This design comes from an exercise in tuning for small area, a short achievable clock period and few clock cycles per item on the open sky130 flow, not from production work.
At most, simulation tests tie the RTL to the original design; equivalence was not proved.
For runs 1 to 4, only the layout was checked, not whether the RTL still works.
Power and IR drop assume default switching activity.

File: flow/run.sh
#!/bin/bash
# synth_recipe.tcl (not shown) runs the flow's synth.tcl, then flattens the netlist and writes it again
# the make line also repeats each setting of config.mk as NAME=value (left out here)
make -C /OpenROAD-flow-scripts/flow DESIGN_CONFIG=/design/flow/config.mk WORK_HOME=/design/flow/orfs CLKGATE_MAP_FILE= SYNTH_SCRIPT=/design/flow/synth_recipe.tcl finish
File: flow/config.mk
export PLATFORM = sky130hd
export DESIGN_NAME = bcta
export DESIGN_NICKNAME = bcta
export VERILOG_FILES = /design/flow/design.v
export SDC_FILE = /design/flow/constraint.sdc
export NUM_CORES = 4
export LEC_CHECK = 0
export ABC_CLOCK_PERIOD_IN_PS = 4000
export CAP_MARGIN = 20
export CORE_MARGIN = 2
export CORE_UTILIZATION = 50
export SETUP_SLACK_MARGIN = 5
export SLEW_MARGIN = 20
File: flow/constraint.sdc
create_clock -name core_clock -period 10.0 [get_ports {clk}]
set_input_delay 2.0000 -clock core_clock [delete_from_list [all_inputs] [get_ports {clk}]]
set_output_delay 2.0000 -clock core_clock [all_outputs]
set_load 0.01 [all_outputs]
File: flow/design.v
module bcta_rdmux(input [255:0] b, input [7:0] sel, output reg [31:0] w);
    integer j;
    always @(*) begin
        w = 32'd0;
        for (j = 0; j < 8; j = j + 1) w = w | (b[32*j +: 32] & {32{sel[j]}});
    end
endmodule
module bcta_rot(input [31:0] xin, input [4:0] s, output [31:0] xo);
    reg  [31:0] xr; integer r;
    always @(*) for (r = 0; r < 32; r = r + 1) xr[r] = xin[31 - r];
    wire [31:0] x1 = s[0] ? {xr[30:0], xr[31]}    : xr;
    wire [31:0] x2 = s[1] ? {x1[29:0], x1[31:30]} : x1;
    wire [31:0] x3 = s[2] ? {x2[27:0], x2[31:28]} : x2;
    wire [31:0] x4 = s[3] ? {x3[23:0], x3[31:24]} : x3;
    assign xo = s[4] ? {x4[15:0], x4[31:16]} : x4;
endmodule
module bcta_merge(input [4:0] kl, input [5:0] a, input q0odd, input clr, input rd,
                  input [31:0] we, input [31:0] wo, input [31:0] xo, input [31:0] pay,
                  output [31:0] new_e, output [31:0] new_o, output [31:0] xin);
    wire [7:0] eqh, gth, lth;
    wire [3:0] gel, ltl, tal;
    wire [7:0] aeqh, alth;
    genvar h, l;
    generate
        for (h = 0; h < 8; h = h + 1) begin : gh
            assign eqh[h] = (kl[4:2] == h);
            assign gth[h] = (h > kl[4:2]);
            assign lth[h] = (h < kl[4:2]);
            assign aeqh[h] = (a[4:2] == h);
            assign alth[h] = (h < a[4:2]);
        end
        for (l = 0; l < 4; l = l + 1) begin : gl
            assign gel[l] = (l >= kl[1:0]);
            assign ltl[l] = (l < kl[1:0]);
            assign tal[l] = (l < a[1:0]);
        end
    endgenerate
    wire [7:0] fa = q0odd ? lth : gth;
    wire [3:0] fb = q0odd ? ltl : gel;
    reg [31:0] fbe, tkl, ta;
    integer r;
    always @(*) begin
        for (r = 0; r < 32; r = r + 1) begin
            fbe[r] = fa[r/4] | (eqh[r/4] & fb[r%4]);
            tkl[r] = gth[r/4] | (eqh[r/4] & gel[r%4]);
            ta[r]  = alth[r/4] | (aeqh[r/4] & tal[r%4]);
        end
    end
    wire [31:0] gath = fbe & we | ~fbe & wo;
    assign xin = rd ? gath : pay;
    wire [31:0] inwin = a[5] ? (tkl | ta) : (tkl & ta);
    wire [31:0] w_e = fbe & inwin;
    wire [31:0] w_o = ~fbe & inwin;
    assign new_e = (w_e & xo | ~w_e & we) & ~{32{clr}};
    assign new_o = (w_o & xo | ~w_o & wo) & ~{32{clr}};
endmodule
module bcta_dec(input [63:0] cmd, output [9:0] cls, output t, output bad, output [2:0] badst,
                output [4:0] nm1, output [31:0] pay);
    wire [7:0]  op  = cmd[63:56];
    wire [7:0]  mdf = cmd[55:48];
    wire [15:0] rsv = cmd[47:32];
    wire [31:0] arg = cmd[31:0];
    wire        tsel = mdf[0];
    wire rsv_zero = (rsv == 16'd0);
    wire arg_zero = (arg == 32'd0);
    wire fmt_n_ok = rsv_zero && (mdf[7:5] == 3'd0);
    wire fmt_t_ok = rsv_zero && (mdf[7:1] == 7'd0);
    wire fmt_z_ok = rsv_zero && (mdf == 8'd0);
    wire is_rd  = (op == 8'h01) && fmt_n_ok && arg_zero;
    wire is_wr  = (op == 8'h02) && fmt_n_ok;
    wire is_sk  = (op == 8'h03) && fmt_z_ok;
    wire is_pos = (op == 8'h04) && fmt_z_ok && arg_zero;
    wire is_len = (op == 8'h05) && fmt_z_ok && arg_zero;
    wire is_clr = (op == 8'h06) && fmt_z_ok && arg_zero;
    wire is_enc = (op == 8'h10) && fmt_t_ok;
    wire is_dec = (op == 8'h11) && fmt_t_ok;
    wire is_lcl = (op == 8'h12) && fmt_z_ok && arg_zero;
    wire is_lad = (op == 8'h13) && fmt_t_ok;
    wire is_lgt = (op == 8'h14) && fmt_t_ok && arg_zero;
    wire legal  = is_rd | is_wr | is_sk | is_pos | is_len | is_clr |
                  is_enc | is_dec | is_lcl | is_lad | is_lgt;
    wire hi7_zero = (arg[31:7] == 25'd0);
    wire enc_ok0  = hi7_zero && (arg[6] ^ arg[5]);
    wire enc_ok1  = (arg[31:4] == 28'd3);
    wire enc_ok   = tsel ? enc_ok1 : enc_ok0;
    wire [5:0] i7 = {arg[6], arg[4:0]};
    wire [3:0] i5 = arg[3:0];
    wire [6:0] enc_code = tsel ? {2'b00, i5[0], i5[1], i5[2], i5[3], ~^i5}
                               : {i7[0], i7[1], i7[2], i7[3], i7[4], i7[5], ~^i7};
    wire dec_ok0 = hi7_zero && (^arg[6:0]);
    wire dec_ok1 = (arg[31:5] == 27'd0) && (^arg[4:0]);
    wire [7:0] dec_char = tsel ? (dec_ok1 ? {4'h3, arg[1], arg[2], arg[3], arg[4]} : 8'h7E)
                               : (dec_ok0 ? (8'h20 + {2'b00, arg[1], arg[2], arg[3], arg[4], arg[5], arg[6]}) : 8'h7E);
    wire sk_fits = (arg[31:11] == 21'd0) || (arg[31:11] == 21'h1FFFFF);
    wire [11:0] sk_delta = sk_fits ? arg[11:0] : {arg[31], {11{~arg[31]}}};
    assign cls = {is_rd, is_wr, is_sk, is_pos, is_len, is_clr, is_enc|is_dec, is_lcl, is_lad, is_lgt};
    assign t = tsel;
    assign bad = !legal || ((is_enc || is_lad) && !enc_ok);
    assign badst = legal ? 3'd2 : 3'd4;
    assign nm1 = mdf[4:0];
    assign pay = is_sk  ? {20'd0, sk_delta} :
                 is_enc ? {25'd0, enc_code} :
                 is_lad ? {25'd0, enc_code} :
                 is_dec ? {24'd0, dec_char} : arg;
endmodule
module bcta (
    input  wire        clk,
    input  wire        rst,
    input  wire        cmd_valid,
    output wire        cmd_ready,
    input  wire [63:0] cmd,
    output wire        rsp_valid,
    input  wire        rsp_ready,
    output wire [39:0] rsp
);
    wire [9:0] cls; wire t_i, bad_i; wire [2:0] badst_i; wire [4:0] nm1_i; wire [31:0] pay_i;
    bcta_dec u_dec(.cmd(cmd), .cls(cls), .t(t_i), .bad(bad_i), .badst(badst_i), .nm1(nm1_i), .pay(pay_i));
    reg        v0;
    reg        r_rd, r_wr, r_sk, r_pos, r_len, r_clr, r_dat, r_lcl, r_lad, r_lgt;
    reg        r_t, r_bad;
    reg [2:0]  r_badst;
    reg [4:0]  r_nm1;
    reg [31:0] r_pay;
    reg [255:0] bank_e, bank_o;
    reg [6:0]   len;
    reg [9:0]   cursor;
    reg [6:0]   acc;
    reg [7:0]   oh_e, oh_o;
    reg         v1, v2;
    reg [34:0]  rsp_q, skid_q;
    wire exec = v0 & ~v2;
    assign cmd_ready = ~v0 | ~v2;
    assign rsp_valid = v1;
    assign rsp       = {5'd0, rsp_q};
    wire [5:0]  n   = {1'b0, r_nm1} + 6'd1;
    wire [4:0]  kl  = cursor[4:0];
    wire [3:0]  q0  = cursor[8:5];
    wire [10:0] e   = {1'b0, cursor} + {5'd0, n};
    wire [9:0]  l8  = {len, 3'b000};
    wire        beyond = e > {1'b0, l8};
    wire        ovf    = e > 11'd512;
    wire [6:0]  wr_len = beyond ? e[9:3] + (e[2:0] != 3'd0) : len;
    wire [5:0]  a   = {1'b0, kl} + n;
    wire [4:0]  s   = a[4:0];
    wire [31:0] we, wo, xo, xin, new_e, new_o;
    wire clr_all;
    bcta_rdmux u_re(.b(bank_e), .sel(oh_e), .w(we));
    bcta_rdmux u_ro(.b(bank_o), .sel(oh_o), .w(wo));
    bcta_rot u_rot(.xin(xin), .s(s), .xo(xo));
    bcta_merge u_m(.kl(kl), .a(a), .q0odd(q0[0]), .clr(clr_all), .rd(r_rd), .we(we), .wo(wo),
                   .xo(xo), .pay(r_pay), .new_e(new_e), .new_o(new_o), .xin(xin));
    reg [31:0] nmask;
    integer r, j, k;
    always @(*) for (r = 0; r < 32; r = r + 1) nmask[r] = (r <= r_nm1);
    wire [31:0] rd_val = xo & nmask;
    assign clr_all = rst | (exec & r_clr & ~r_bad);
    wire wr_do = exec & r_wr & ~ovf;
    wire signed [12:0] sk_sum = $signed({3'd0, cursor}) + $signed({r_pay[11], r_pay[11:0]});
    wire [9:0] sk_cur = sk_sum[12] ? 10'd0 :
                        (sk_sum[11:0] > {2'd0, l8}) ? l8 : sk_sum[9:0];
    reg [9:0] cur_n;
    always @(*) begin
        cur_n = cursor;
        if (exec && !r_bad) begin
            if ((r_rd && !beyond) || (r_wr && !ovf)) cur_n = e[9:0];
            if (r_sk)  cur_n = sk_cur;
            if (r_clr) cur_n = 10'd0;
        end
    end
    reg [7:0] oh_e_n, oh_o_n;
    always @(*) begin
        for (j = 0; j < 8; j = j + 1) begin
            oh_e_n[j] = (cur_n[9:5] == 2 * j) || (cur_n[9:5] == 2 * j - 1);
            oh_o_n[j] = (cur_n[9:5] == 2 * j) || (cur_n[9:5] == 2 * j + 1);
        end
    end
    wire [6:0] lrc_word = r_t ? {2'b00, acc[4:1], ^acc[4:1]} : {acc[6:1], ^acc[6:1]};
    reg [2:0]  st;
    reg [31:0] dat;
    always @(*) begin
        st  = 3'd0;
        dat = 32'd0;
        if (r_bad)              st = r_badst;
        else if (r_rd & beyond) st = 3'd1;
        else if (r_wr & ovf)    st = 3'd3;
        else begin
            if (r_rd)  dat = rd_val;
            if (r_pos) dat = {22'd0, cursor};
            if (r_len) dat = {25'd0, len};
            if (r_dat) dat = {24'd0, r_pay[7:0]};
            if (r_lgt) dat = {25'd0, lrc_word};
        end
    end
    always @(posedge clk) begin
        if (cmd_ready) begin
            {r_rd, r_wr, r_sk, r_pos, r_len, r_clr, r_dat, r_lcl, r_lad, r_lgt} <= cls;
            r_t <= t_i; r_bad <= bad_i; r_badst <= badst_i; r_nm1 <= nm1_i; r_pay <= pay_i;
        end
    end
    always @(posedge clk) begin
        for (k = 0; k < 8; k = k + 1) begin
            if (clr_all || (wr_do && oh_e[k])) bank_e[32*k +: 32] <= new_e;
            if (clr_all || (wr_do && oh_o[k])) bank_o[32*k +: 32] <= new_o;
        end
    end
    always @(posedge clk) begin
        if (rst) begin
            v0 <= 1'b0; v1 <= 1'b0; v2 <= 1'b0;
            len <= 7'd0; cursor <= 10'd0; oh_e <= 8'd1; oh_o <= 8'd1; acc <= 7'd0;
        end else begin
            if (cmd_ready) v0 <= cmd_valid;
            cursor <= cur_n; oh_e <= oh_e_n; oh_o <= oh_o_n;
            if (exec && !r_bad) begin
                if (r_wr && !ovf) len <= wr_len;
                if (r_clr)        len <= 7'd0;
                if (r_lcl) acc <= 7'd0;
                if (r_lad) acc <= acc ^ r_pay[6:0];
            end
            if (v1 && rsp_ready) begin
                v1 <= v2 | exec;
                v2 <= 1'b0;
            end else if (exec) begin
                v1 <= 1'b1;
                v2 <= v1;
            end
        end
    end
    always @(posedge clk) begin
        if (v1 && rsp_ready) begin
            if (v2) rsp_q <= skid_q;
            else    rsp_q <= {st, dat};
        end else if (exec) begin
            if (v1) skid_q <= {st, dat};
            else    rsp_q  <= {st, dat};
        end
    end
endmodule
==> out/qor.txt, run 1 <==
WP data required: 10.26 ns
global-route wire length before repair: 163000 µm
DP HPWL: 75100 µm
total negative slack: 0 ns
CP Launch Type: flop
top routing layer in use: met5
total routed wirelength: 114000 µm
Synth Area in XOR/XNOR: 0.0144
clock tree buffer depth: 3
worst path bufs/invs: 3
synthesized area: 0.0334 mm²
status: finished clean
Vias/cell: 6.67
# clock sinks: 674
Worst Max-Slew Pin Slew: 1.20 ns
top cell type's share of synthesized area: 0.569
crit-path max cell delay: 0.95 ns
die extent in y: 262 µm
fmax: 200 MHz
Post-Synthesis Cells: 2705
routed wl met2: 49600 µm
largest net degree at the start of global routing: 57
IO Port Bufs: 104
CTS tree: yes
die area: 0.0688 mm²
Die W: 262 µm
DRT met1 WL: 47900 µm
ratio of cells with drive above 1 in the final layout: 0.163
sequential area share after synthesis: 0.594
Max IR drop VDD: 0.000159 V
clk root buf: clkbuf_16
Yosys warning total: 4
ys flop type: edfxtp_1
Worst EP arrival: 5.27 ns
final worst path period need: 5.01 ns
core area: 0.0659 mm²
Pwr Total: 6.85 mW
Final Non-Filler Cells: 3746
DR DRC count: 0
routability cong.: 0.993
critical-path maximum fanout: 45
slew margin rel.: 0.198
Unique masters post-synth: 106
kind of end point of the critical path: flop
Syn Area/Cell: 12.3 µm²
Pleak: 13.6 nW
Via Count: 25003
H-tree Lvls: 3
largest cells by area after synthesis: edfxtp_1 (57%), a22oi_1 (6.3%), mux2i_1 (3.2%)
synth cell count leaders: edfxtp_1 (632), a22oi_1 (279), nand2_1 (226)
clock latency (worst-skew pair): 0.63 ns
Cell Pwr Density: 176 mW/mm²
synthesized flop and latch total: 674
Num CTS Buffers: 70
critical path, cell by cell: buf_4, ha_4, xor2_1, ha_4, a211oi_1, nor2_1, or2_1, buf_12, clkinv_16, a211oi_1, a211o_1, and2_1, mux2_2, nor2_1, o21ai_1, o31ai_1
Hold WC Path Type: flop to flop
# fillers: 5327
clock skew: 0.0318 ns
Synth Area in Adders: 0.0193
Area Overhead vs Synth: 16.6%
grt total ovfl: 0
IO Pins: 110
largest family of logic cells by synthesized area: compound AO/OA/AOI/OAI gates
critical path type: flop to flop
metal3 WL: 12600 µm
final worst path period share: 0.501
Final Hold Violating Endpoints: 0
vias in the first global route: 23136
WL/cell: 30.5 µm
top-count cell post-synth: edfxtp_1
Final ANT Viol Nets: 0
CP top delay family: compound AO/OA/AOI/OAI gates
# nets final: 2938
largest area contributor in the netlist: edfxtp_1
async set-reset flop share out of synthesis: 0
Clock Pin Slew Worst Setup and Hold Paths: 0.06 ns
portion of netlist area occupied by mux cells: 0.0731
Setup violations, final: 0
Pins Over Slew Limit: 0
Crit-path slowest cell: o31ai_1
initial antenna violation count: 4
simple-gate area share of the yosys netlist: 0.113
total track usage: 0.320
DR iter-0 viols: 3578
1st-pass router iterations: 6
starting density of the core: 0.506
complex-gate fraction of the synthesized area: 0.156
max cap viols: 0
row cnt: 94
unrepaired setup endpoints after global routing: true
Inst Count DP: 3549
number of flops mapped to enable cells by yosys: 632
==> cells by family (layout without fill, tap and decap cells) <==
kind of cell / after synthesis / count (layout)
simple gates: 767 / 767
compound gates: 727 / 727
flops: 674 / 674
buf+inv: 239 / 411
mux: 192 / 192
xor+xnor: 53 / 53
fa+ha+maj: 52 / 52
other cells: 1 / 6
==> timing repair <==
action	CTS	global route
gates cloned	1	4
pin swaps	15	20
setup buffers	28	37
endpoints found under the setup margin	1099	435
gates resized for setup	93	66
hold buffers	0	0
==> worst paths after layout <==
check             cells after the start  slack, ns           to     start
hold / removal                        2       0.45       len[4]    len[4]
setup / recovery                     16       4.99  bank_o[220]  r_nm1[0]
setup reg to reg                     16       4.99  bank_o[220]  r_nm1[0]
hold reg to reg                       2       0.45       len[4]    len[4]
==> worst reg2reg max path, cell delays in order (launching register included) <==
cell       delay [ns]
edfxtp_1         0.44
buf_4            0.18
ha_4             0.16
xor2_1           0.24
ha_4             0.29
a211oi_1         0.37
nor2_1           0.11
or2_1            0.29
buf_12           0.17
clkinv_16        0.15
a211oi_1         0.10
a211o_1          0.32
and2_1           0.18
mux2_2           0.30
nor2_1           0.09
o21ai_1          0.29
o31ai_1          0.95
==> metrics by stage <==
stage / worst slack (ns) / area (µm²) / hold WS (ns) / utilization
after floorplan: 5.03 / 33400 / 0.432 / -
after global placement: 3.37 / 35200 / 0.441 / 0.535
after detailed placement: 3.07 / 35300 / 0.445 / 0.536
after CTS: 4.98 / 38200 / 0.453 / 0.580
after global routing: 4.86 / 38900 / 0.500 / 0.590
final: 4.99 / 38900 / 0.451 / 0.590
==> registers in the layout (all words and copies together) (netlist names), 2 cells and up <==
name / cells
r_nm1: 5
cursor: 10
acc: 6
bank_o: 256
oh_e: 8
rsp_q: 35
r_badst: 2
len: 7
oh_o: 8
skid_q: 35
r_pay: 32
bank_e: 256
==> layout by cell type, fill, tap and decap left out, types with 21 or more instances in the layout <==
cell type	instances
a21oi_1	91
a22oi_1	279
and2_1	36
buf_4	111
clkbuf_16	76
clkdlybuf4s50_1	104
dfxtp_1	37
edfxtp_1	632
ha_1	33
inv_1	41
mux2_2	41
mux2i_1	103
mux4_2	36
nand2_1	219
nand2b_1	21
nand3_1	39
nand4_1	71
nor2_1	172
nor2b_1	24
nor3_1	45
o21ai_0	81
xnor2_1	37
==> where the power goes <==
part / total, mW / internal, mW / switching (mW)
Clock: 2.53 / 1.44 / 1.09
Combinational: 0.921 / 0.290 / 0.631
Sequential: 3.39 / 3.33 / 0.0626
==> routing by layer <==
layer  vias up  global-route usage
li1      10859                   -
met1     12516               0.476
met2      1437               0.465
met3       187              0.0655
met4         4               0.113
met5         -                   0
==> layout make-up <==
cell class,count,area (µm²),share of cell area
diodes,1,2.50,0.0000644
clock buffers,87,1870,0.0481
inverters,50,223,0.00573
repair buffers,235,2270,0.0583
multi-input cells,1796,13200,0.340
flip-flops and latches,674,19800,0.510
well taps,864,1080,0.0278
clock inverters,39,365,0.00940
==> run 2: changes to the inputs <==
--- a/flow/config.mk
+++ b/flow/config.mk
@@ -7,3 +7,2 @@
 export LEC_CHECK = 0
-export ABC_CLOCK_PERIOD_IN_PS = 4000
 export CAP_MARGIN = 20
@@ -11,3 +10,2 @@
 export CORE_UTILIZATION = 50
-export SETUP_SLACK_MARGIN = 5
 export SLEW_MARGIN = 20
==> run 2 against run 1 <==
Still clean. Non-clock buffer count down 67. Wire length down 2.7%. Worst hold slack better by 0.00059 ns. Setup slack worse by 1.4 ns. Design area down 3.0%. Clock-buffer cell count down 6. Via count down 2.3%. Global-route usage down 0.40 points. Sequential power about the same. Power up 1.3%. Core utilization down 1.8 points. Critical endpoint is now oh_e[2]. Largest cell class unchanged.
==> out/qor.txt, run 2 <==
H-tree Lvls: 3
Seq pwr share: 0.490
total negative slack: 0 ns
Worst EP arrival: 6.96 ns
largest cells by area after synthesis: edfxtp_1 (57%), a22oi_1 (6.3%), mux2i_1 (3.2%)
Syn Area/Cell: 12.3 µm²
Switching Share: 0.262
core area: 0.0659 mm²
global-route wire length before repair: 160000 µm
Cell Pwr Density: 184 mW/mm²
unrepaired setup endpoints after global routing: false
initial antenna violation count: 3
Psw: 1.81 mW
largest net degree at the start of global routing: 57
RR Startpoint: r_nm1[3]
top cell type's share of synthesized area: 0.569
kind of end point of the critical path: flop
worst flop-to-flop path endpoint: oh_e[2]
synth cell count leaders: edfxtp_1 (632), a22oi_1 (279), nand2_1 (226)
CTS tree: yes
setup ws final: 3.56 ns
routability cong.: 1.00
# resized after CTS: 0
critical-path maximum fanout: 18
# nets final: 2874
post-CTS setup buffers: 0
Via Count: 24426
synthesized area: 0.0334 mm²
final worst path period need: 6.44 ns
vias in the first global route: 22828
Pwr Total: 6.94 mW
final worst path period share: 0.644
hold buffers post-CTS: 0
DR DRC count: 0
Setup violations, final: 0
# clock sinks: 674
Post-Synthesis Cells: 2705
commonest non-fill, non-tap cell in the layout: edfxtp_1
clock skew: 0.0460 ns
Pins Over Slew Limit: 0
CP Launch Type: flop
Area Overhead vs Synth: 13.0%
final core occ: 0.572
fmax: 155 MHz
most frequent cells in the layout: edfxtp_1 (632), a22oi_1 (279), nand2_1 (225)
slew margin rel.: 0.149
die extent in y: 262 µm
Pleak: 13.2 nW
total routed wirelength: 111000 µm
Final Cell Area: 0.0377 mm²
Worst Setup SP: r_nm1[3]
dpl cell area: 0.0353 mm²
CP top delay family: compound AO/OA/AOI/OAI gates
die area: 0.0688 mm²
ratio of cells with drive above 1 in the final layout: 0.113
IO Port Bufs: 104
largest area contributor in the netlist: edfxtp_1
Hold WC Path Type: flop to flop
number of flops mapped to enable cells by yosys: 632
row cnt: 94
Max IR drop VDD: 0.000174 V
Worst Max-Slew Pin Slew: 1.26 ns
IO Pins: 110
largest registers: bank_e (256), bank_o (256)
internal reg-to-reg setup slack: 3.56 ns
WP data required: 10.53 ns
DP Worst Slack: 3.62 ns
grt total ovfl: 0
critical path type: flop to flop
ys flop type: edfxtp_1
starting density of the core: 0.506
clock latency (worst-skew pair): 0.64 ns
synthesized flop and latch total: 674
critical path, cell by cell: and2_0, nand3_1, inv_1, ha_1, o21ai_0, nor3b_1, a221o_1, nor2_1, inv_1, ha_1, or4_1, o22ai_1, o21ai_0, a21o_1, a31o_1, o2bb2ai_1, a211oi_2, or3b_2, a21oi_1
DP HPWL: 75400 µm
Final Hold Violating Endpoints: 0
Pint: 5.12 mW
1st-pass router iterations: 6
Unique masters post-synth: 106
max cap viols: 0
DR iter-0 viols: 3343
Die W: 262 µm
Vias/cell: 6.63
Yosys warning total: 4
CP Capture Point: oh_e[2]
Comb power frac: 0.125
Crit-path slowest cell: edfxtp_1
Clock Pin Slew Worst Setup and Hold Paths: 0.07 ns
r2r worst-path depth: 19
status: finished clean
Num CTS Buffers: 73
Clock power frac: 0.385
WL/cell: 30.1 µm
clk root buf: clkbuf_16
worst path bufs/invs: 2
Final ANT Viol Nets: 0
sequential area share after synthesis: 0.594
Worst path depth: 19
top-count cell post-synth: edfxtp_1
async set-reset flop share out of synthesis: 0
crit-path max cell delay: 0.71 ns
total track usage: 0.316
clock tree buffer depth: 3
[run 2: final cells by class]
class	instances	area (µm²)
multi-input combinational	1796	12700
clock inverter	50	526
clock buffer	81	1870
tap	864	1080
inverter	50	188
timing repair buffer	168	1540
sequential	674	19800
antenna	2	5.00
fill	5433	28200
[run 2: power by group through the flow]
| stage | clock (mW) | sequential (mW) | combinational [mW] |
|---|---|---|---|
| global route | 2.82 | 3.42 | 0.900 |
| finish | 2.67 | 3.40 | 0.868 |
| CTS | 2.70 | 3.40 | 0.844 |
| floorplan | 0 | 3.43 | 0.462 |
| detailed placement | 0 | 3.46 | 0.841 |
| global placement | 0 | 3.45 | 0.833 |
[run 2: worst min path at each step]
stage                 from  slack, ns  endpoint  cells past startpoint
global placement    len[4]       0.44    len[4]                      2
CTS                 len[4]       0.46    len[4]                      2
detailed placement  len[4]       0.45    len[4]                      2
finish              len[4]       0.45    len[4]                      2
floorplan           len[4]       0.43    len[4]                      2
global route        len[4]       0.46    len[4]                      2
[run 2: routing by layer]
layer,up-vias,global-route usage,part of all wire
li1,10727,-,-
met1,12207,0.480,0.44
met2,1284,0.447,0.42
met3,206,0.0534,0.093
met4,2,0.131,0.043
met5,-,0,0.00014
[run 2: worst register-to-register path: cells and delay by family (launching register included)]
kind	cells	cell delay (ns)
compound gates	9	2.54
fa+ha+maj	2	0.52
buf+inv	2	0.24
flops	1	0.71
simple gates	6	2.33
[run 2: kinds of logic after synthesis]
| logic type | share of synthesized area |
|---|---|
| buffers and inverters | 0.0297 |
| AND/OR/NAND/NOR | 0.113 |
| other | 0.000112 |
| XOR/XNOR | 0.0144 |
| adder cells (fa/ha/maj) | 0.0193 |
| multiplexers | 0.0731 |
| flip-flops | 0.594 |
| AO/OA/AOI/OAI | 0.156 |
[run 2: metrics by stage]
stage,hold WS [ns],cells
floorplan,0.432,2709
global placement,0.440,3550
CTS,0.457,3682
detailed placement,0.450,3551
global route,0.461,3683
finish,0.452,3685
==> run 3: changes to the inputs <==
--- a/flow/design.v
+++ b/flow/design.v
@@ -48,4 +48,2 @@
     end
-    wire [31:0] gath = fbe & we | ~fbe & wo;
-    assign xin = rd ? gath : pay;
     wire [31:0] inwin = a[5] ? (tkl | ta) : (tkl & ta);
@@ -53,2 +51,3 @@
     wire [31:0] w_o = ~fbe & inwin;
+    assign xin = rd ? (w_e & we | w_o & wo) : pay;
     assign new_e = (w_e & xo | ~w_e & we) & ~{32{clr}};
@@ -57,3 +56,3 @@
 module bcta_dec(input [63:0] cmd, output [9:0] cls, output t, output bad, output [2:0] badst,
-                output [4:0] nm1, output [31:0] pay);
+                output [5:0] n, output [31:0] pay);
     wire [7:0]  op  = cmd[63:56];
@@ -99,3 +98,3 @@
     assign badst = legal ? 3'd2 : 3'd4;
-    assign nm1 = mdf[4:0];
+    assign n = {1'b0, mdf[4:0]} + 6'd1;
     assign pay = is_sk  ? {20'd0, sk_delta} :
@@ -115,4 +114,4 @@
 );
-    wire [9:0] cls; wire t_i, bad_i; wire [2:0] badst_i; wire [4:0] nm1_i; wire [31:0] pay_i;
-    bcta_dec u_dec(.cmd(cmd), .cls(cls), .t(t_i), .bad(bad_i), .badst(badst_i), .nm1(nm1_i), .pay(pay_i));
+    wire [9:0] cls; wire t_i, bad_i; wire [2:0] badst_i; wire [5:0] n_i; wire [31:0] pay_i;
+    bcta_dec u_dec(.cmd(cmd), .cls(cls), .t(t_i), .bad(bad_i), .badst(badst_i), .n(n_i), .pay(pay_i));
     reg        v0;
@@ -121,3 +120,3 @@
     reg [2:0]  r_badst;
-    reg [4:0]  r_nm1;
+    reg [5:0]  r_n;
     reg [31:0] r_pay;
@@ -126,11 +125,13 @@
     reg [9:0]   cursor;
+    reg [9:0]   room;        
     reg [6:0]   acc;
     reg [7:0]   oh_e, oh_o;
-    reg         v1, v2;
-    reg [34:0]  rsp_q, skid_q;
-    wire exec = v0 & ~v2;
-    assign cmd_ready = ~v0 | ~v2;
-    assign rsp_valid = v1;
-    assign rsp       = {5'd0, rsp_q};
-    wire [5:0]  n   = {1'b0, r_nm1} + 6'd1;
+    reg         nonempty, full, rp, wp;
+    reg [34:0]  slot_a, slot_b;
+    wire exec = v0 & ~full;
+    wire pop  = nonempty & rsp_ready;
+    assign cmd_ready = ~v0 | ~full;
+    assign rsp_valid = nonempty;
+    assign rsp       = {5'd0, rp ? slot_b : slot_a};
+    wire [5:0]  n   = r_n;
     wire [4:0]  kl  = cursor[4:0];
@@ -138,8 +139,8 @@
     wire [10:0] e   = {1'b0, cursor} + {5'd0, n};
-    wire [9:0]  l8  = {len, 3'b000};
-    wire        beyond = e > {1'b0, l8};
-    wire        ovf    = e > 11'd512;
-    wire [6:0]  wr_len = beyond ? e[9:3] + (e[2:0] != 3'd0) : len;
     wire [5:0]  a   = {1'b0, kl} + n;
     wire [4:0]  s   = a[4:0];
+    wire [9:0]  l8  = {len, 3'b000};
+    wire        beyond = {4'd0, n} > room;             
+    wire        ovf    = cursor[9] | (&cursor[8:5] & a[5] & (a[4:0] != 5'd0));   
+    wire [6:0]  wr_len = beyond ? e[9:3] + (e[2:0] != 3'd0) : len;
     wire [31:0] we, wo, xo, xin, new_e, new_o;
@@ -151,6 +152,3 @@
                    .xo(xo), .pay(r_pay), .new_e(new_e), .new_o(new_o), .xin(xin));
-    reg [31:0] nmask;
-    integer r, j, k;
-    always @(*) for (r = 0; r < 32; r = r + 1) nmask[r] = (r <= r_nm1);
-    wire [31:0] rd_val = xo & nmask;
+    integer j, k;
     assign clr_all = rst | (exec & r_clr & ~r_bad);
@@ -160,9 +158,26 @@
                         (sk_sum[11:0] > {2'd0, l8}) ? l8 : sk_sum[9:0];
-    reg [9:0] cur_n;
-    always @(*) begin
-        cur_n = cursor;
+    wire signed [12:0] rm_sum = $signed({3'd0, room}) - $signed({r_pay[11], r_pay[11:0]});
+    wire [9:0] sk_room = rm_sum[12] ? 10'd0 :
+                         (rm_sum[11:0] > {2'd0, l8}) ? l8 : rm_sum[9:0];
+    reg [9:0] cur_n, room_n;
+    always @(*) begin
+        cur_n  = cursor;
+        room_n = room;
         if (exec && !r_bad) begin
-            if ((r_rd && !beyond) || (r_wr && !ovf)) cur_n = e[9:0];
-            if (r_sk)  cur_n = sk_cur;
-            if (r_clr) cur_n = 10'd0;
+            if (r_rd && !beyond) begin
+                cur_n  = e[9:0];
+                room_n = room - {4'd0, n};
+            end
+            if (r_wr && !ovf) begin
+                cur_n  = e[9:0];
+                room_n = beyond ? {7'd0, -e[2:0]} : room - {4'd0, n};
+            end
+            if (r_sk) begin
+                cur_n  = sk_cur;
+                room_n = sk_room;
+            end
+            if (r_clr) begin
+                cur_n  = 10'd0;
+                room_n = 10'd0;
+            end
         end
@@ -177,7 +192,8 @@
     wire [6:0] lrc_word = r_t ? {2'b00, acc[4:1], ^acc[4:1]} : {acc[6:1], ^acc[6:1]};
+    wire rd_ok = r_rd & ~r_bad & ~beyond;
     reg [2:0]  st;
-    reg [31:0] dat;
+    reg [31:0] oth;
     always @(*) begin
         st  = 3'd0;
-        dat = 32'd0;
+        oth = 32'd0;
         if (r_bad)              st = r_badst;
@@ -185,10 +201,10 @@
         else if (r_wr & ovf)    st = 3'd3;
-        else begin
-            if (r_rd)  dat = rd_val;
-            if (r_pos) dat = {22'd0, cursor};
-            if (r_len) dat = {25'd0, len};
-            if (r_dat) dat = {24'd0, r_pay[7:0]};
-            if (r_lgt) dat = {25'd0, lrc_word};
-        end
-    end
+        if (!r_bad) begin
+            if (r_pos) oth = {22'd0, cursor};
+            if (r_len) oth = {25'd0, len};
+            if (r_dat) oth = {24'd0, r_pay[7:0]};
+            if (r_lgt) oth = {25'd0, lrc_word};
+        end
+    end
+    wire [31:0] dat = (xo & {32{rd_ok}}) | oth;
     always @(posedge clk) begin
@@ -196,3 +212,3 @@
             {r_rd, r_wr, r_sk, r_pos, r_len, r_clr, r_dat, r_lcl, r_lad, r_lgt} <= cls;
-            r_t <= t_i; r_bad <= bad_i; r_badst <= badst_i; r_nm1 <= nm1_i; r_pay <= pay_i;
+            r_t <= t_i; r_bad <= bad_i; r_badst <= badst_i; r_n <= n_i; r_pay <= pay_i;
         end
@@ -207,7 +223,7 @@
         if (rst) begin
-            v0 <= 1'b0; v1 <= 1'b0; v2 <= 1'b0;
-            len <= 7'd0; cursor <= 10'd0; oh_e <= 8'd1; oh_o <= 8'd1; acc <= 7'd0;
+            v0 <= 1'b0; nonempty <= 1'b0; full <= 1'b0; rp <= 1'b0; wp <= 1'b0;
+            len <= 7'd0; cursor <= 10'd0; room <= 10'd0; oh_e <= 8'd1; oh_o <= 8'd1; acc <= 7'd0;
         end else begin
             if (cmd_ready) v0 <= cmd_valid;
-            cursor <= cur_n; oh_e <= oh_e_n; oh_o <= oh_o_n;
+            cursor <= cur_n; room <= room_n; oh_e <= oh_e_n; oh_o <= oh_o_n;
             if (exec && !r_bad) begin
@@ -218,20 +234,17 @@
             end
-            if (v1 && rsp_ready) begin
-                v1 <= v2 | exec;
-                v2 <= 1'b0;
-            end else if (exec) begin
-                v1 <= 1'b1;
-                v2 <= v1;
-            end
-        end
-    end
-    always @(posedge clk) begin
-        if (v1 && rsp_ready) begin
-            if (v2) rsp_q <= skid_q;
-            else    rsp_q <= {st, dat};
-        end else if (exec) begin
-            if (v1) skid_q <= {st, dat};
-            else    rsp_q  <= {st, dat};
-        end
-    end
-endmodule
+            if (exec) wp <= ~wp;
+            if (pop)  rp <= ~rp;
+            if (exec && !pop) begin
+                nonempty <= 1'b1;
+                full     <= nonempty;
+            end else if (pop && !exec) begin
+                nonempty <= full;
+                full     <= 1'b0;
+            end
+        end
+    end
+    always @(posedge clk) begin
+        if (exec && !wp) slot_a <= {st, dat};
+        if (exec &&  wp) slot_b <= {st, dat};
+    end
+endmodule
--- a/flow/config.mk
+++ b/flow/config.mk
@@ -7,2 +7,3 @@
 export LEC_CHECK = 0
+export ABC_CLOCK_PERIOD_IN_PS = 4000
 export CAP_MARGIN = 20
@@ -10,2 +11,4 @@
 export CORE_UTILIZATION = 50
+export SETUP_SLACK_MARGIN = 5
 export SLEW_MARGIN = 20
+export SYNTH_HIERARCHICAL = 1
==> run 3 against run 2 <==
Clock power hardly changed. Still clean on timing, DRC and antenna. Critical endpoint is now bank_e[84]. Combinational power decreased by 0.7%. Highest routed layer is now met4. Wire length decreased by 0.33%. Fmax grew 27%.
==> out/qor.txt, run 3 <==
WP data required: 10.30 ns
kind of end point of the critical path: flop
DR iter-0 viols: 2640
setup ws final: 4.94 ns
largest cells by area after synthesis: edfxtp_1 (55%), a22oi_1 (6.1%), mux4_2 (4.0%)
commonest non-fill, non-tap cell in the layout: edfxtp_1
Comb power frac: 0.124
routability cong.: 0.951
clock tree buffer depth: 3
initial antenna violation count: 1
Post-Synthesis Cells: 2688
row cnt: 96
Pins Over Slew Limit: 0
final core occ: 0.583
1st-pass router iterations: 8
H-tree Lvls: 3
synth cell count leaders: edfxtp_1 (635), a22oi_1 (282), nand2_1 (192)
global-route wire length before repair: 160000 µm
Seq pwr share: 0.495
final worst path period need: 5.06 ns
sequential area share after synthesis: 0.581
starting density of the core: 0.506
clock latency (worst-skew pair): 0.63 ns
Hold WC Path Type: flop to flop
CTS tree: yes
largest net degree at the start of global routing: 67
async set-reset flop share out of synthesis: 0
Cell Pwr Density: 174 mW/mm²
fmax: 197 MHz
total routed wirelength: 111000 µm
Vias/cell: 6.48
top-count cell post-synth: edfxtp_1
unrepaired setup endpoints after global routing: true
die extent in y: 267 µm
critical-path maximum fanout: 58
ratio of cells with drive above 1 in the final layout: 0.181
grt total ovfl: 0
dpl cell area: 0.0364 mm²
ys flop type: edfxtp_1
die area: 0.0715 mm²
Psw: 1.73 mW
Area Overhead vs Synth: 15.2%
Clock power frac: 0.382
most frequent cells in the layout: edfxtp_1 (635), a22oi_1 (280), nand2_1 (188)
ANT cells: 0
Pleak: 13.8 nW
Final ANT Viol Nets: 0
max cap viols: 0
status: finished clean
IO Pins: 110
Switching Share: 0.248
largest area contributor in the netlist: edfxtp_1
synthesized flop and latch total: 689
largest registers: bank_e (256), bank_o (256)
core area: 0.0686 mm²
clk root buf: clkbuf_16
Setup violations, final: 0
Pint: 5.24 mW
IO Port Bufs: 104
top cell type's share of synthesized area: 0.550
CP Launch Type: flop
DP Worst Slack: 4.08 ns
Yosys warning total: 10
DP HPWL: 72800 µm
clock skew: 0.0317 ns
Unique masters post-synth: 118
WL/cell: 29.3 µm
Via Count: 24509
DR DRC count: 0
Worst EP arrival: 5.37 ns
Num CTS Buffers: 72
final worst path period share: 0.506
critical path type: flop to flop
hold buffers post-CTS: 0
Max IR drop VDD: 0.000144 V
Final Hold Violating Endpoints: 0
Syn Area/Cell: 12.9 µm²
# nets final: 2925
total negative slack: 0 ns
total track usage: 0.308
synthesized area: 0.0347 mm²
# clock sinks: 689
Die W: 267 µm
Worst Max-Slew Pin Slew: 1.07 ns
slew margin rel.: 0.282
internal reg-to-reg setup slack: 4.94 ns
Final Cell Area: 0.0400 mm²
vias in the first global route: 24128
Clock Pin Slew Worst Setup and Hold Paths: 0.07 ns
number of flops mapped to enable cells by yosys: 635
## run 3: changes by cell type after synthesis, moves of 19 or more
cell	previous run	this run
inv_1	45	89
and2_1	36	55
nor3_1	54	22
nand2_1	226	192
mux4_2	36	61
o21ai_0	94	48
nand2b_1	22	52
buf_6	2	28
nor2_1	180	151
buf_2	24	56
clkbuf_1	141	56
mux2_2	41	72
mux2i_1	108	85
## run 3: worst paths after layout
kind | start | end | cells after the start
worst max register to register | r_n[0] | bank_e[84] | 16
worst min-delay path | room[0] | room[0] | 2
worst max-delay path | r_n[0] | bank_e[84] | 16
worst min register to register | room[0] | room[0] | 2
## run 3: Yosys stat by module, one instance, submodules excluded
| module | flops+latches | cell area [µm²] |
|---|---|---|
| bcta_merge | 0 | 3760 |
| bcta_rot | 0 | 1950 |
| bcta | 689 | 25000 |
| bcta_dec | 0 | 1360 |
| bcta_rdmux | 0 | 1320 |
## run 3: cell families after synthesis
logic type,synth area share
DFF,0.581
buffers and inverters,0.0397
other,0.000217
xor gates and xnor gates,0.0173
and+or+nand+nor,0.106
adders and majority gates,0.0293
muxes,0.0898
AOI/OAI and AO/OA,0.137
## run 3: critical path, stage by stage (launching register included)
cell and delay (ns):
edfxtp_1 0.40, ha_2 0.22, fa_2 0.38, xnor2_2 0.22, inv_2 0.07, buf_12 0.18
o311a_1 0.41, maj3_1 0.42, nand2_1 0.10, o22ai_1 0.22, mux4_2 0.62, mux4_2 0.50
mux2_4 0.31, and3_4 0.16, a221oi_2 0.22, a31o_2 0.17, a21oi_4 0.09
## run 3: timing repair
| action | CTS | global route |
|---|---|---|
| setup buffers | 5 | 26 |
| gates cloned | 5 | 1 |
| pin swaps | 4 | 17 |
| gates resized for setup | 72 | 97 |
| setup endpoints to repair | 591 | 506 |
## run 3: power groups by stage
stage | sequential, mW | clock [mW] | combinational [mW]
2_1_floorplan | 3.48 | 0 | 0.462
3_3_place_gp | 3.50 | 0 | 0.747
3_5_place_dp | 3.51 | 0 | 0.757
4_1_cts | 3.45 | 2.70 | 0.795
5_1_grt | 3.46 | 2.81 | 0.897
6_report | 3.45 | 2.66 | 0.862
## run 3: through the flow
stage	hold WS, ns	power [mW]	cells
4_1_cts	0.505	6.94	3752
3_3_place_gp	0.480	4.25	3614
5_1_grt	0.552	7.17	3780
6_report	0.511	6.97	3780
3_5_place_dp	0.486	4.27	3614
2_1_floorplan	0.457	3.95	2692
## run 3: cell type report
cell class | count | area [µm²]
fillers | 5524 | 28600
well taps | 931 | 1160
inverters | 93 | 353
repair buffers | 200 | 2030
clock inverters | 40 | 453
flip-flops and latches | 689 | 20200
clock buffers | 88 | 1900
multi-input cells | 1739 | 13900
## run 3: metal layers
layer | vias up | routed length [µm] | track usage
li1 | 10769 | - | -
met5 | - | 0 | 0
met3 | 250 | 8010 | 0.0447
met2 | 1141 | 53200 | 0.506
met1 | 12349 | 43600 | 0.400
met4 | 0 | 5900 | 0.153
==> run 4: changes to the inputs <==
==> flow/flow/run.sh (new file) <==
#!/bin/bash
set -euo pipefail
bash standard.sh SETUP_SLACK_MARGIN=6 finish > standard.log 2>&1
==> flow/standard.sh (new file) <==
#!/bin/bash
# synth_recipe.tcl (not shown) runs the flow's synth.tcl, then flattens the netlist and writes it again
# the make line also repeats each setting of config.mk as NAME=value (left out here)
make -C /OpenROAD-flow-scripts/flow DESIGN_CONFIG=/design/flow/config.mk WORK_HOME=/design/flow/orfs CLKGATE_MAP_FILE= SYNTH_SCRIPT=/design/flow/synth_recipe.tcl "${@:-finish}"
--- a/flow/config.mk
+++ b/flow/config.mk
@@ -11,3 +11,2 @@
 export CORE_UTILIZATION = 50
-export SETUP_SLACK_MARGIN = 5
 export SLEW_MARGIN = 20
removed: flow/run.sh
==> run 4 against run 3 <==
Area after synthesis stayed put. Design area increased by 7.5%. Register-to-register slack gained 0.15 ns. Synthesized cell count unchanged. Critical path type unchanged. Largest power group unchanged.
==> out/qor.txt, run 4 <==
async set-reset flop share out of synthesis: 0
GR Util met1: 0.424
Unique masters post-synth: 118
hold depth: 2
Via Count: 25361
Max IR drop VDD: 0.000120 V
largest cells by area after synthesis: edfxtp_1 (55%), a22oi_1 (6.1%), mux4_2 (4.0%)
Psw: 1.83 mW
# clock sinks: 689
top-count cell post-synth: edfxtp_1
Final Hold Violating Endpoints: 0
final worst path period share: 0.492
commonest non-fill, non-tap cell in the layout: edfxtp_1
ANT cells: 0
vias in the first global route: 24587
H-tree Lvls: 3
global-route wire length before repair: 167000 µm
CTS tree: yes
IO Port Bufs: 104
die area: 0.0715 mm²
Clock Pin Slew Worst Setup and Hold Paths: 0.06 ns
Final ANT Viol Nets: 0
worst flop-to-flop path endpoint: bank_o[202]
routability cong.: 0.976
1st-pass router iterations: 6
clk root buf: clkbuf_16
DP HPWL: 75900 µm
unrepaired setup endpoints after global routing: true
DP Worst Slack: 4.16 ns
Worst EP arrival: 5.23 ns
internal reg-to-reg setup slack: 5.08 ns
hold buffers post-CTS: 0
Pleak: 14.9 nW
Pins Over Slew Limit: 0
initial antenna violation count: 1
Die W: 267 µm
clock skew: 0.0483 ns
fmax: 203 MHz
Switching Share: 0.254
die extent in y: 267 µm
synth cell count leaders: edfxtp_1 (635), a22oi_1 (282), nand2_1 (192)
hold_sp: room[2]
largest net degree at the start of global routing: 67
Clock power frac: 0.371
largest registers: bank_e (256), bank_o (256)
Pint: 5.37 mW
DR DRC count: 0
core area: 0.0686 mm²
Pwr Total: 7.21 mW
Worst Max-Slew Pin Slew: 1.11 ns
Post-Synthesis Cells: 2688
synthesized area: 0.0347 mm²
critical-path maximum fanout: 16
Yosys warning total: 10
IO Pins: 110
Hold EP: room[2]
clock latency (worst-skew pair): 0.64 ns
CP Launch Type: flop
GRT met2 Usage: 0.528
row cnt: 96
RR Startpoint: cursor[3]
slew margin rel.: 0.254
status: finished clean
WL/cell: 29.8 µm
critical path type: flop to flop
Hold WC Path Type: flop to flop
Area Overhead vs Synth: 23.9%
final core occ: 0.626
# fillers: 5220
ys flop type: edfxtp_1
Comb power frac: 0.151
met3 Resource Use GR: 0.0536
final worst path period need: 4.92 ns
ratio of cells with drive above 1 in the final layout: 0.280
total track usage: 0.321
Worst Setup SP: cursor[3]
Syn Area/Cell: 12.9 µm²
starting density of the core: 0.506
max cap viols: 0
Num CTS Buffers: 73
largest area contributor in the netlist: edfxtp_1
top cell type's share of synthesized area: 0.550
Setup violations, final: 0
# nets final: 3034
DR iter-0 viols: 2673
sequential area share after synthesis: 0.581
kind of end point of the critical path: flop
hold slack: 0.522 ns
Vias/cell: 6.51
most frequent cells in the layout: edfxtp_1 (635), a22oi_1 (274), nand2_1 (173)
layer with the highest usage: met2
grt total ovfl: 0
Seq pwr share: 0.478
synthesized flop and latch total: 689
total routed wirelength: 116000 µm
total negative slack: 0 ns
clock tree buffer depth: 3
Cell Pwr Density: 168 mW/mm²
WP data required: 10.31 ns
r2r worst-path depth: 18
number of flops mapped to enable cells by yosys: 635
setup ws final: 5.08 ns
==> run 4: cell counts after synthesis <==
Identical to the previous run, type by type.
==> run 4: worst max-delay path by stage <==
| stage | endpoint | depth (start not counted) |
|---|---|---|
| after floorplan | bank_e[116] | 19 |
| after global placement | bank_o[133] | 14 |
| after detailed placement | bank_e[234] | 15 |
| after CTS | bank_e[212] | 16 |
| after global routing | bank_e[212] | 17 |
| final | bank_o[202] | 18 |
==> run 4: power by group through the flow <==
stage          combinational, mW  clock, mW  sequential, mW
2_1_floorplan              0.526          0            3.48
3_3_place_gp               0.825          0            3.50
3_5_place_dp               0.835          0            3.51
4_1_cts                     1.04       2.70            3.45
5_1_grt                     1.12       2.82            3.46
6_report                    1.09       2.67            3.45
==> run 4: repair_timing <==
action                     CTS  global route
gates cloned                11             2
gates resized for setup    383            86
setup endpoints to repair  916           693
buffers inserted           108            25
pin swaps                   68            74
==> run 4: modules after synthesis, one instance, submodules excluded <==
module      flops+latches  cells inside  area [µm²]  copies in the design
bcta_rdmux              0           184        1320                     2
bcta_dec                0           216        1360                     1
bcta_merge              0           567        3760                     1
bcta                  689          1421       25000                     1
bcta_rot                0           116        1950                     1
==> run 4: cell type report <==
class / count / area (µm²) / area share
flip-flops and latches: 689 / 20200 / 0.469
multi-input cells: 1740 / 15700 / 0.366
clock buffers: 96 / 1930 / 0.0450
repair buffers: 307 / 3180 / 0.0741
well taps: 931 / 1160 / 0.0271
inverters: 93 / 369 / 0.00859
clock inverters: 38 / 434 / 0.0101
==> run 4: critical path, cell delays in order, from the launching register on <==
cell      delay (ns)
dfxtp_2         0.36
buf_12          0.16
ha_4            0.31
nand3_2         0.09
buf_4           0.15
a21oi_4         0.21
nor2_4          0.11
or4_4           0.54
a311oi_2        0.25
nor2_1          0.10
nand2_1         0.12
o22ai_4         0.12
buf_6           0.17
mux4_2          0.53
mux4_2          0.52
mux2_4          0.34
o211ai_1        0.15
a32o_2          0.25
a21oi_4         0.10
==> run 4: metrics by stage <==
step | std cells | area [µm²]
after global placement | 3613 | 37000
after global routing | 3894 | 43000
after CTS | 3866 | 42300
after detailed placement | 3613 | 37000
after floorplan | 2692 | 35400
final | 3894 | 43000
==> run 4: kinds of logic after synthesis <==
kind of cell               count (synthesis)  share of synthesized area
DFF                                      689                      0.581
adders and majority gates                 82                     0.0293
muxes                                    221                     0.0898
and+or+nand+nor                          711                      0.106
other                                      2                   0.000217
buffers and inverters                    264                     0.0397
AOI/OAI and AO/OA                        653                      0.137
xor gates and xnor gates                  66                     0.0173
==> run 4: per-layer routing <==
metal  up-vias  share of wire
li1      11002              -
met1     12926           0.40
met2      1170           0.48
met3       261          0.074
met4         2          0.048
met5         -        0.00042
==> run 5: changes to the inputs <==
--- a/flow/design.v
+++ b/flow/design.v
@@ -55,3 +55,3 @@
 endmodule
-module bcta_dec(input [63:0] cmd, output [9:0] cls, output t, output bad, output [2:0] badst,
+module bcta_dec(input [63:0] cmd, output [10:0] cls, output t, output bad, output ill, output fit,
                 output [5:0] n, output [31:0] pay);
@@ -84,21 +84,10 @@
     wire enc_ok   = tsel ? enc_ok1 : enc_ok0;
-    wire [5:0] i7 = {arg[6], arg[4:0]};
-    wire [3:0] i5 = arg[3:0];
-    wire [6:0] enc_code = tsel ? {2'b00, i5[0], i5[1], i5[2], i5[3], ~^i5}
-                               : {i7[0], i7[1], i7[2], i7[3], i7[4], i7[5], ~^i7};
-    wire dec_ok0 = hi7_zero && (^arg[6:0]);
-    wire dec_ok1 = (arg[31:5] == 27'd0) && (^arg[4:0]);
-    wire [7:0] dec_char = tsel ? (dec_ok1 ? {4'h3, arg[1], arg[2], arg[3], arg[4]} : 8'h7E)
-                               : (dec_ok0 ? (8'h20 + {2'b00, arg[1], arg[2], arg[3], arg[4], arg[5], arg[6]}) : 8'h7E);
     wire sk_fits = (arg[31:11] == 21'd0) || (arg[31:11] == 21'h1FFFFF);
-    wire [11:0] sk_delta = sk_fits ? arg[11:0] : {arg[31], {11{~arg[31]}}};
-    assign cls = {is_rd, is_wr, is_sk, is_pos, is_len, is_clr, is_enc|is_dec, is_lcl, is_lad, is_lgt};
+    assign cls = {is_rd, is_wr, is_sk, is_pos, is_len, is_clr, is_enc, is_dec, is_lcl, is_lad, is_lgt};
     assign t = tsel;
     assign bad = !legal || ((is_enc || is_lad) && !enc_ok);
-    assign badst = legal ? 3'd2 : 3'd4;
+    assign ill = !legal;
+    assign fit = sk_fits;
     assign n = {1'b0, mdf[4:0]} + 6'd1;
-    assign pay = is_sk  ? {20'd0, sk_delta} :
-                 is_enc ? {25'd0, enc_code} :
-                 is_lad ? {25'd0, enc_code} :
-                 is_dec ? {24'd0, dec_char} : arg;
+    assign pay = arg;
 endmodule
@@ -114,9 +103,9 @@
 );
-    wire [9:0] cls; wire t_i, bad_i; wire [2:0] badst_i; wire [5:0] n_i; wire [31:0] pay_i;
-    bcta_dec u_dec(.cmd(cmd), .cls(cls), .t(t_i), .bad(bad_i), .badst(badst_i), .n(n_i), .pay(pay_i));
+    wire [10:0] cls; wire t_i, bad_i, ill_i, fit_i; wire [5:0] n_i; wire [31:0] pay_i;
+    bcta_dec u_dec(.cmd(cmd), .cls(cls), .t(t_i), .bad(bad_i), .ill(ill_i), .fit(fit_i), .n(n_i), .pay(pay_i));
     reg        v0;
-    reg        r_rd, r_wr, r_sk, r_pos, r_len, r_clr, r_dat, r_lcl, r_lad, r_lgt;
-    reg        r_t, r_bad;
-    reg [2:0]  r_badst;
+    reg        r_rd, r_wr, r_sk, r_pos, r_len, r_clr, r_enc, r_dec, r_lcl, r_lad, r_lgt;
+    reg        r_t, r_bad, r_ill, r_fit;
     reg [5:0]  r_n;
+    reg [5:0]  r_a;
     reg [31:0] r_pay;
@@ -138,4 +127,4 @@
     wire [3:0]  q0  = cursor[8:5];
-    wire [10:0] e   = {1'b0, cursor} + {5'd0, n};
-    wire [5:0]  a   = {1'b0, kl} + n;
+    wire [5:0]  a   = r_a;
+    wire [9:0]  e   = {cursor[9:5] + {4'd0, a[5]}, a[4:0]};   
     wire [4:0]  s   = a[4:0];
@@ -144,3 +133,3 @@
     wire        ovf    = cursor[9] | (&cursor[8:5] & a[5] & (a[4:0] != 5'd0));   
-    wire [6:0]  wr_len = beyond ? e[9:3] + (e[2:0] != 3'd0) : len;
+    wire [6:0]  wr_len = beyond ? e[9:3] + {6'd0, e[2:0] != 3'd0} : len;
     wire [31:0] we, wo, xo, xin, new_e, new_o;
@@ -155,8 +144,16 @@
     wire wr_do = exec & r_wr & ~ovf;
-    wire signed [12:0] sk_sum = $signed({3'd0, cursor}) + $signed({r_pay[11], r_pay[11:0]});
-    wire [9:0] sk_cur = sk_sum[12] ? 10'd0 :
-                        (sk_sum[11:0] > {2'd0, l8}) ? l8 : sk_sum[9:0];
-    wire signed [12:0] rm_sum = $signed({3'd0, room}) - $signed({r_pay[11], r_pay[11:0]});
-    wire [9:0] sk_room = rm_sum[12] ? 10'd0 :
-                         (rm_sum[11:0] > {2'd0, l8}) ? l8 : rm_sum[9:0];
+    wire [5:0] i7 = {r_pay[6], r_pay[4:0]};
+    wire [3:0] i5 = r_pay[3:0];
+    wire [6:0] enc_code = r_t ? {2'b00, i5[0], i5[1], i5[2], i5[3], ~^i5}
+                              : {i7[0], i7[1], i7[2], i7[3], i7[4], i7[5], ~^i7};
+    wire hi7_zero = (r_pay[31:7] == 25'd0);
+    wire dec_ok0  = hi7_zero && (^r_pay[6:0]);
+    wire dec_ok1  = hi7_zero && (r_pay[6:5] == 2'd0) && (^r_pay[4:0]);
+    wire [7:0] dec_char = r_t ? (dec_ok1 ? {4'h3, r_pay[1], r_pay[2], r_pay[3], r_pay[4]} : 8'h7E)
+                              : (dec_ok0 ? (8'h20 + {2'b00, r_pay[1], r_pay[2], r_pay[3], r_pay[4], r_pay[5], r_pay[6]}) : 8'h7E);
+    wire [11:0] sk_d = r_fit ? r_pay[11:0] : {r_pay[31], {11{~r_pay[31]}}};
+    wire signed [12:0] sk_sum = $signed({3'd0, cursor}) + $signed({sk_d[11], sk_d});
+    wire signed [12:0] rm_sum = $signed({3'd0, room}) - $signed({sk_d[11], sk_d});
+    wire [9:0] sk_cur  = sk_sum[12] ? 10'd0 : rm_sum[12] ? l8    : sk_sum[9:0];
+    wire [9:0] sk_room = sk_sum[12] ? l8    : rm_sum[12] ? 10'd0 : rm_sum[9:0];
     reg [9:0] cur_n, room_n;
@@ -167,3 +164,3 @@
             if (r_rd && !beyond) begin
-                cur_n  = e[9:0];
+                cur_n  = e;
                 room_n = room - {4'd0, n};
@@ -171,3 +168,3 @@
             if (r_wr && !ovf) begin
-                cur_n  = e[9:0];
+                cur_n  = e;
                 room_n = beyond ? {7'd0, -e[2:0]} : room - {4'd0, n};
@@ -198,3 +195,3 @@
         oth = 32'd0;
-        if (r_bad)              st = r_badst;
+        if (r_bad)              st = r_ill ? 3'd4 : 3'd2;
         else if (r_rd & beyond) st = 3'd1;
@@ -204,3 +201,4 @@
             if (r_len) oth = {25'd0, len};
-            if (r_dat) oth = {24'd0, r_pay[7:0]};
+            if (r_enc) oth = {25'd0, enc_code};
+            if (r_dec) oth = {24'd0, dec_char};
             if (r_lgt) oth = {25'd0, lrc_word};
@@ -211,5 +209,6 @@
         if (cmd_ready) begin
-            {r_rd, r_wr, r_sk, r_pos, r_len, r_clr, r_dat, r_lcl, r_lad, r_lgt} <= cls;
-            r_t <= t_i; r_bad <= bad_i; r_badst <= badst_i; r_n <= n_i; r_pay <= pay_i;
-        end
+            {r_rd, r_wr, r_sk, r_pos, r_len, r_clr, r_enc, r_dec, r_lcl, r_lad, r_lgt} <= cls;
+            r_t <= t_i; r_bad <= bad_i; r_ill <= ill_i; r_fit <= fit_i; r_n <= n_i; r_pay <= pay_i;
+        end
+        r_a <= {1'b0, rst ? 5'd0 : cur_n[4:0]} + (cmd_ready ? n_i : r_n);
     end
@@ -232,3 +231,3 @@
                 if (r_lcl) acc <= 7'd0;
-                if (r_lad) acc <= acc ^ r_pay[6:0];
+                if (r_lad) acc <= acc ^ enc_code;
             end
==> flow/run.sh (new file) <==
#!/bin/bash
# synth_recipe.tcl (not shown) runs the flow's synth.tcl, then flattens the netlist and writes it again
# the make line also repeats each setting of config.mk as NAME=value (left out here)
make -C /OpenROAD-flow-scripts/flow DESIGN_CONFIG=/design/flow/config.mk WORK_HOME=/design/flow/orfs CLKGATE_MAP_FILE= SYNTH_SCRIPT=/design/flow/synth_recipe.tcl finish
--- a/flow/config.mk
+++ b/flow/config.mk
@@ -11,2 +11,3 @@
 export CORE_UTILIZATION = 50
+export SETUP_SLACK_MARGIN = 5
 export SLEW_MARGIN = 20
removed: flow/flow/run.sh
removed: flow/standard.sh
==> run 5 against run 4 <==
Clock skew decreased by 0.017 ns. Fmax decreased by 0.36%. Area after synthesis decreased by 2.4%. First-iteration DRC count is 9.2% lower. Worst hold slack got worse by 0.010 ns. Design area down 12%. Non-clock buffer count down 145. Flip-flop and latch count is 6 higher. Critical path type unchanged. Largest power group unchanged. Critical path depth down 8. Global-route usage shrank 3.1 points. Wire length decreased by 12%.
==> out/qor.txt, run 5 <==
IO Port Bufs: 104
synth cell count leaders: edfxtp_1 (629), a22oi_1 (272), nand2_1 (167)
Max IR drop VDD: 0.000135 V
internal reg-to-reg setup slack: 5.07 ns
largest registers: bank_e (256), bank_o (256)
Worst EP arrival: 5.18 ns
Inst Count DP: 3418
max cap viols: 0
CTS tree: yes
Num CTS Buffers: 74
status: finished clean
global-route wire length before repair: 150000 µm
Final Non-Filler Cells: 3555
clock skew: 0.0310 ns
most frequent cells in the layout: edfxtp_1 (629), a22oi_1 (272), nand2_1 (166)
Die W: 264 µm
Hold EP: room[4]
RR Startpoint: cursor[5]
die area: 0.0698 mm²
total negative slack: 0 ns
routability cong.: 0.976
Final ANT Viol Nets: 0
top-count cell post-synth: edfxtp_1
# nets final: 2739
Unique masters post-synth: 101
synthesized flop and latch total: 695
vias in the first global route: 22431
top cell type's share of synthesized area: 0.558
kind of end point of the critical path: flop
hold slack: 0.512 ns
final worst path period need: 4.93 ns
Via Count: 23036
ANT cells: 0
hold depth: 2
1st-pass router iterations: 5
H-tree Lvls: 3
Clock Pin Slew Worst Setup and Hold Paths: 0.06 ns
IO Pins: 110
largest net degree at the start of global routing: 79
Hold WC Path Type: flop to flop
clock tree buffer depth: 3
largest cells by area after synthesis: edfxtp_1 (56%), a22oi_1 (6.0%), mux4_2 (4.1%)
ys flop type: edfxtp_1
ratio of cells with drive above 1 in the final layout: 0.132
clk root buf: clkbuf_16
WL/cell: 28.9 µm
worst flop-to-flop path endpoint: bank_o[231]
row cnt: 95
DP Worst Slack: 4.94 ns
die extent in y: 264 µm
DR iter-0 viols: 2428
Post-Synthesis Cells: 2586
core area: 0.0672 mm²
number of flops mapped to enable cells by yosys: 629
critical-path maximum fanout: 35
Worst Max-Slew Pin Slew: 1.06 ns
unrepaired setup endpoints after global routing: true
starting density of the core: 0.504
total routed wirelength: 103000 µm
Syn Area/Cell: 13.1 µm²
Vias/cell: 6.48
setup ws final: 5.07 ns
final worst path period share: 0.493
synthesized area: 0.0339 mm²
sequential area share after synthesis: 0.597
async set-reset flop share out of synthesis: 0
WP data required: 10.25 ns
clock latency (worst-skew pair): 0.62 ns
Pwr Total: 6.96 mW
fmax: 203 MHz
commonest non-fill, non-tap cell in the layout: edfxtp_1
r2r worst-path depth: 10
# clock sinks: 695
Setup violations, final: 0
Cell Pwr Density: 184 mW/mm²
hold_sp: room[4]
Yosys warning total: 10
Area Overhead vs Synth: 11.6%
slew margin rel.: 0.296
DR DRC count: 0
grt total ovfl: 0
CP Launch Type: flop
total track usage: 0.291
initial antenna violation count: 0
Final Hold Violating Endpoints: 0
critical path type: flop to flop
Pins Over Slew Limit: 0
DP HPWL: 67100 µm
Pleak: 13.2 nW
largest area contributor in the netlist: edfxtp_1
[run 5: changes by cell type after synthesis, moves of 14 or more]
cell      previous run  this run
inv_1               89        68
ha_1                58        40
nor2_1             151       128
buf_4               24        49
and2_1              55        31
mux2i_1             85        71
clkbuf_1            56        70
a21o_1              12        31
nor3_1              22        39
nand2_1            192       167
[run 5: logic make-up (layout without fill, tap and decap cells)]
family          after synthesis  count (layout)  share of synthesized area
fa+ha+maj                    68              68                     0.0243
simple gates                651             651                     0.0983
compound gates              615             615                      0.130
other cells                   1               5                   0.000111
mux                         207             207                     0.0882
xor+xnor                     77              77                     0.0199
buf+inv                     272             364                     0.0424
flops                       695             695                      0.597
[run 5: critical path, cell delays in order (launching register included)]
cell	delay (ns)
dfxtp_2	0.31
buf_4	0.49
clkinvlp_4	0.58
xnor2_1	0.62
mux2i_1	0.25
o22ai_1	0.19
mux4_2	0.59
mux4_2	0.49
mux2_2	0.34
mux2i_1	0.44
nor2_1	0.26
[run 5: stage by stage]
| stage | utilization | cell area [µm²] |
|---|---|---|
| after floorplan | - | 33900 |
| after global placement | 0.525 | 35300 |
| after detailed placement | 0.525 | 35300 |
| after CTS | 0.562 | 37700 |
| after global routing | 0.563 | 37800 |
| final | 0.563 | 37800 |
[run 5: layer usage]
layer	global-route usage	wire length, µm	vias up
li1	-	-	10184
met1	0.388	41400	11644
met2	0.477	49500	1013
met3	0.0405	7440	195
met4	0.126	4420	0
met5	0	0	-
[run 5: layout make-up]
cell class | count | area (µm²)
flip-flops and latches | 695 | 20200
fillers | 5402 | 29400
repair buffers | 162 | 1480
well taps | 873 | 1090
inverters | 70 | 267
multi-input cells | 1623 | 12300
clock inverters | 43 | 473
clock buffers | 88 | 2000
repair inverters | 1 | 7.51
[run 5: how the worst max path moves through the flow]
stage	start	end	slack, ns	cells past startpoint
detailed placement	r_fit	r_a[5]	4.94	18
CTS	r_fit	r_a[5]	5.07	18
global route	r_fit	r_a[5]	4.94	18
finish	cursor[5]	bank_o[231]	5.07	10
global placement	r_fit	r_a[5]	5.12	18
floorplan	r_fit	r_a[4]	5.84	19
[run 5: modules after synthesis (local to each module, per instance)]
| module | copies in the design | area (µm²) |
|---|---|---|
| bcta_merge | 1 | 3500 |
| bcta_dec | 1 | 912 |
| bcta | 1 | 24900 |
| bcta_rdmux | 2 | 1320 |
| bcta_rot | 1 | 1950 |
[run 5: timing repair]
action                                  in CTS  in global routing
hold buffers                                 0                  0
gates resized for setup                      1                  3
setup buffers                                0                  4
endpoints found under the setup margin       2                103
pin swaps                                    0                  0
cloned                                       0                  1
[run 5: where the power goes]
part	total, mW	switching [mW]	internal [mW]
Sequential	3.47	0.0648	3.41
Clock	2.77	1.14	1.62
Combinational	0.727	0.468	0.259
Total	6.96	1.68	5.29
Testbench counts of run 5, summed over its fixed seeds: cycles 15,421, items 15,405.

-- afterwards: timing with drivers on the ports --
Ports are ideal in the flow. The routed layouts listed here were re-timed in OpenROAD.
Step 1 assumes that a clkbuf_16 drives the clock port and a buf_2 every other input.
Step 2 times the ports against the registers' clock, not the clock port: input delays grow and output delays shrink by t, the midpoint of the rising clock arrivals with the driver on.
Three values: ideal, step 1, step 2; two values: the first two.
| run | t (ns) | setup slack, ns | worst data-port slew with drivers (ns) | pins driven straight from the clock port |
|---|---|---|---|---|
| run 1 | 0.675 | 4.988 / 4.988 / 4.539 | 0.04 | 1 |
| run 2 | 0.683 | 3.563 / 3.563 / 3.563 | 0.04 | 1 |
| run 3 | 0.684 | 4.936 / 4.936 / 4.935 | 0.05 | 1 |
| run 4 | 0.684 | 5.084 / 5.084 / 4.667 | 0.04 | 1 |
| run 5 | 0.672 | 5.066 / 5.066 / 5.066 | 0.04 | 1 |
After both steps setup and hold are still met in every run listed. The setup slack of run 1, which loses most, moves by 0.000 ns with the drivers and by -0.449 ns with both steps.
